This is an optimization exercise on Yosys and OpenROAD, whose aim is small area, a short achievable clock period and few clock cycles per item, not a production implementation.
Where RTL was checked, it was by simulation tests only, not by an equivalence proof against the original.
Power figures rest on the tool's default switching activity, not on a simulated workload.

## trial 16
## harp_clockdec
module harp_clockdec (
    input  wire        clk,
    input  wire        rst,               
    input  wire [23:0] cfg_sample_rate,   
    input  wire [15:0] cfg_baud,          
    input  wire        in_valid,
    output wire        in_ready,
    input  wire [31:0] in_time,           
    input  wire        in_state,          
    output reg         out_valid,
    output wire [31:0] out_local,         
    output wire [31:0] out_value,         
    output wire [1:0]  out_status         
);
    wire [23:0] sr   = cfg_sample_rate;
    wire [15:0] baud = cfg_baud;
    reg [11:0] G;
    reg [4:0]  u;
    reg        rdy_pre, rdy_slow, rdy_cls;
    reg        have_prev;
    reg [31:0] prev_time;
    reg        prev_state;
    reg        in_range;
    assign in_ready = rdy_pre && rdy_slow && rdy_cls;
    wire accept = in_valid && in_ready;
    wire [32:0] d_pos = {1'b0, in_time} - {1'b0, prev_time};
    wire        neg   = d_pos[32];
  ...
For scale: roughly 2,500 cells after synthesis, about 24,000 sq um of cells after synthesis.
==> flow/config.mk <==
export PLATFORM = sky130hd
export DESIGN_NAME = harp_clockdec
export DESIGN_NICKNAME = harp_clockdec
export VERILOG_FILES = /design/flow/design.v
export SDC_FILE = /design/flow/constraint.sdc
export NUM_CORES = 4
export LEC_CHECK = 0
export CAP_MARGIN = 20
export CORE_MARGIN = 2
export CORE_UTILIZATION = 40
export SLEW_MARGIN = 20
==> flow/constraint.sdc <==
create_clock -name core_clock -period 10.0 [get_ports {clk}]
set_input_delay 2.0000 -clock core_clock [delete_from_list [all_inputs] [get_ports {clk}]]
set_output_delay 2.0000 -clock core_clock [all_outputs]
set_load 0.01 [all_outputs]
run.sh (not shown) runs the stock make flow with config.mk's settings and CLKGATE_MAP_FILE= SYNTH_SCRIPT=/design/flow/synth_recipe.tcl, a recipe that flattens the netlist after the stock synthesis.
Looking at the reports, trial 16 completed the entire flow and the layout it produced met the timing, design-rule and antenna checks.
Setup changes, trial 16 to build 1
-- flow/config.mk --
<<< trial 16, line 6
export NUM_CORES = 4
export LEC_CHECK = 0
export CAP_MARGIN = 20
export CORE_MARGIN = 2
export CORE_UTILIZATION = 40
export SLEW_MARGIN = 20
>>> build 1, line 6
export NUM_CORES = 4
export LEC_CHECK = 0
export ABC_CLOCK_PERIOD_IN_PS = 5000
export CAP_MARGIN = 20
export CORE_MARGIN = 2
export CORE_UTILIZATION = 40
export SETUP_SLACK_MARGIN = 4.5
export SLEW_MARGIN = 20
Trial 16 went all the way through synthesis, placement and routing and the layout is clean on timing, DRC and antenna.
Build 1 went all the way through the flow, and no timing, DRC or antenna check failed.
Final critical-path share of the clock period, trial 16 and build 1: lower on build 1
Core utilization ended up 5.9 points higher on build 1 than on trial 16.
Summary: final critical-path required period, build 1 better than trial 16
Via total after detailed routing delta for build 1 relative to trial 16: about 5% higher
Build 1 against trial 16: power now larger; number of logic stages on the critical path including buffering now larger.
The register-to-register slack of build 1 is higher than that of trial 16.
Taking build 1 over trial 16, the multi-input combinational cell area ratio works out to 1.13.
Build 1 — met2 track demand over resource 2.7 points higher, trial 16 as reference
As far as worst hold slack is concerned, build 1 and trial 16 perform about the same.
No run of this note included a check of the RTL's function; only the layout flow was run.

---

red:
Another version of the RTL of harp_clockdec (not shown whole).
Size: roughly 2100 cells after synthesis, ~320 flip-flops, about 140 I/O pins, roughly 21000 µm² of cells after synthesis.
clock: 10.0 ns
lec_check: 0
abc_clock_period_in_ps: 4000
cap_margin: 20
core_margin: 2
core_utilization: 55
setup_slack_margin: 5.0
slew_margin: 20
Inputs modified between red and blue:
Settings: CORE_UTILIZATION: 55 -> 40.
Notes after the runs:
- Diff blue and red: DRC violation total after the first TritonRoute iteration lower in blue
- Compared with red, blue shows a core utilization that is 17 points lower.
- blue vs red on power share of the clock group: blue is the higher one.
- blue — met1 wire length 5.8% higher, red as reference
- blue ends up with a register share of total power that is 0.4 points lower than in red.
- Number of inserted diodes ends up lower on red.
- blue went all the way through synthesis, placement and routing and the layout is clean on timing, DRC and antenna.
No run of this note included a check of the RTL's function; only the layout flow was run.

---

alpha:
Another version of the RTL of harp_clockdec (not shown whole).
Size in the first run: roughly 2100 cells after synthesis, ~320 flip-flops, about 140 I/O pins.
Settings: LEC_CHECK=0, ABC_CLOCK_PERIOD_IN_PS=4000, CAP_MARGIN=20, CORE_MARGIN=2, CORE_UTILIZATION=40, SETUP_SLACK_MARGIN=5.0, SLEW_MARGIN=20; clock period 10.0 ns.
Both conditions hold for alpha: the flow ran to the end and the final layout passed the timing, design-rule and antenna checks.
Modified inputs, beta compared to alpha
- setting CTS_CLUSTER_SIZE to 24 for the first time
- setting CTS_CLUSTER_DIAMETER to 120 for the first time
### Flow results
Sort beta and alpha by worst hold slack desc -> top: beta. Between beta and alpha, the final routed wirelength across all metal layers is lower for beta. Setup slack: beta more than alpha. alpha -> beta: area fraction in and, or, nand and nor cells after synthesis delta 0, exact match. The fraction of layout instances using a drive strength above 1 number comes out lower for beta vs alpha. In the metrics for beta and alpha, the one carrying the lower switching share of total power is alpha. Compared beta vs alpha, and layout overhead on the synthesized area is down in beta. More vias were needed by alpha than by beta. Summary of beta over alpha: part of the power in registers picked up an extra 4.2 points, number of nets in the layout fell 23, clock buffer count has decreased.
No functional check of the RTL was part of any run of this note.

---

Setup of run a:
Another version of the RTL of harp_clockdec (not shown whole).
For scale: ~2200 cells after synthesis, ~330 flip-flops, roughly 140 I/O pins, about 0.022 mm^2 of cells after synthesis.
make LEC_CHECK=0 ABC_CLOCK_PERIOD_IN_PS=5000 CAP_MARGIN=20 CORE_MARGIN=2 CORE_UTILIZATION=40 SETUP_SLACK_MARGIN=4.5 SLEW_MARGIN=20 finish   # period 10.0 ns
Run a ended with every stage complete and zero timing, DRC or antenna violations.
Testbench counts of run a, summed over its fixed seeds: cycles 7,654, transitions 7,479.
Edits applied to the flow inputs when going from run a to run b:
diff --git a/flow/config.mk b/flow/config.mk
--- a/flow/config.mk
+++ b/flow/config.mk
@@ -8 +8 @@
-export ABC_CLOCK_PERIOD_IN_PS = 5000
+export ABC_CLOCK_PERIOD_IN_PS = 4000
@@ -12 +12 @@
-export SETUP_SLACK_MARGIN = 4.5
+export SETUP_SLACK_MARGIN = 5.0
- Comparing run a and run b, the lower via count is on run a.
- fa_1 as the critical path's slowest cell was reported by run b, and edfxtp_1 by run a.
- Re met1 demand-to-capacity share in global routing: run a and run b aren't equal, and the lower value belongs to run a.
- The shortest period the worst path allows of run b falls short of that of run a by 0.21 ns.
- Run b vs. run a: met3 routed wirelength went up, final clock period utilization by the worst path went down, routed wire length went up.

[static timing again, ports no longer ideal]
In the flow no input, the clock included, has a driving cell. The finished layouts below were timed again as built, in two steps.
Step 1 (the two cells are an assumption about what drives the block):
set clk [get_ports {clk}]
set_driving_cell -lib_cell sky130_fd_sc_hd__clkbuf_16 $clk
set_driving_cell -lib_cell sky130_fd_sc_hd__buf_2 [delete_from_list [all_inputs] $clk]
Step 2 also shifts input and output timing later by t, the mid clock arrival at the registers, as if the neighbouring blocks saw the same clock.
a / b / c = ideal / step 1 / step 2; a / b = the first two.
run	t (ns)	slack for setup (ns)	clock arrival spread, ns	worst register clock-pin slew, ns	worst data-port slew with drivers (ns)
trial 16	0.612	1.532 / 1.532 / 1.532	0.042 / 0.042	0.06 / 0.06	0.05
build 1	0.609	4.046 / 4.046 / 3.471	0.050 / 0.051	0.07 / 0.07	0.06
red	0.597	5.121 / 5.151 / 4.554	0.026 / 0.026	0.06 / 0.06	0.07
blue	0.611	5.099 / 5.131 / 4.520	0.023 / 0.023	0.06 / 0.06	0.06
alpha	0.609	5.014 / 5.038 / 4.429	0.023 / 0.023	0.06 / 0.06	0.04
beta	0.597	5.047 / 5.065 / 4.474	0.034 / 0.035	0.10 / 0.10	0.04
run a	0.629	4.736 / 4.736 / 4.464	0.025 / 0.026	0.07 / 0.07	0.05
run b	0.633	4.950 / 4.950 / 4.627	0.024 / 0.024	0.06 / 0.06	0.05
After both steps setup and hold are still met in every run listed. For alpha, which loses most, drivers alone change the setup slack by +0.024 ns; drivers and shift together by -0.585 ns.
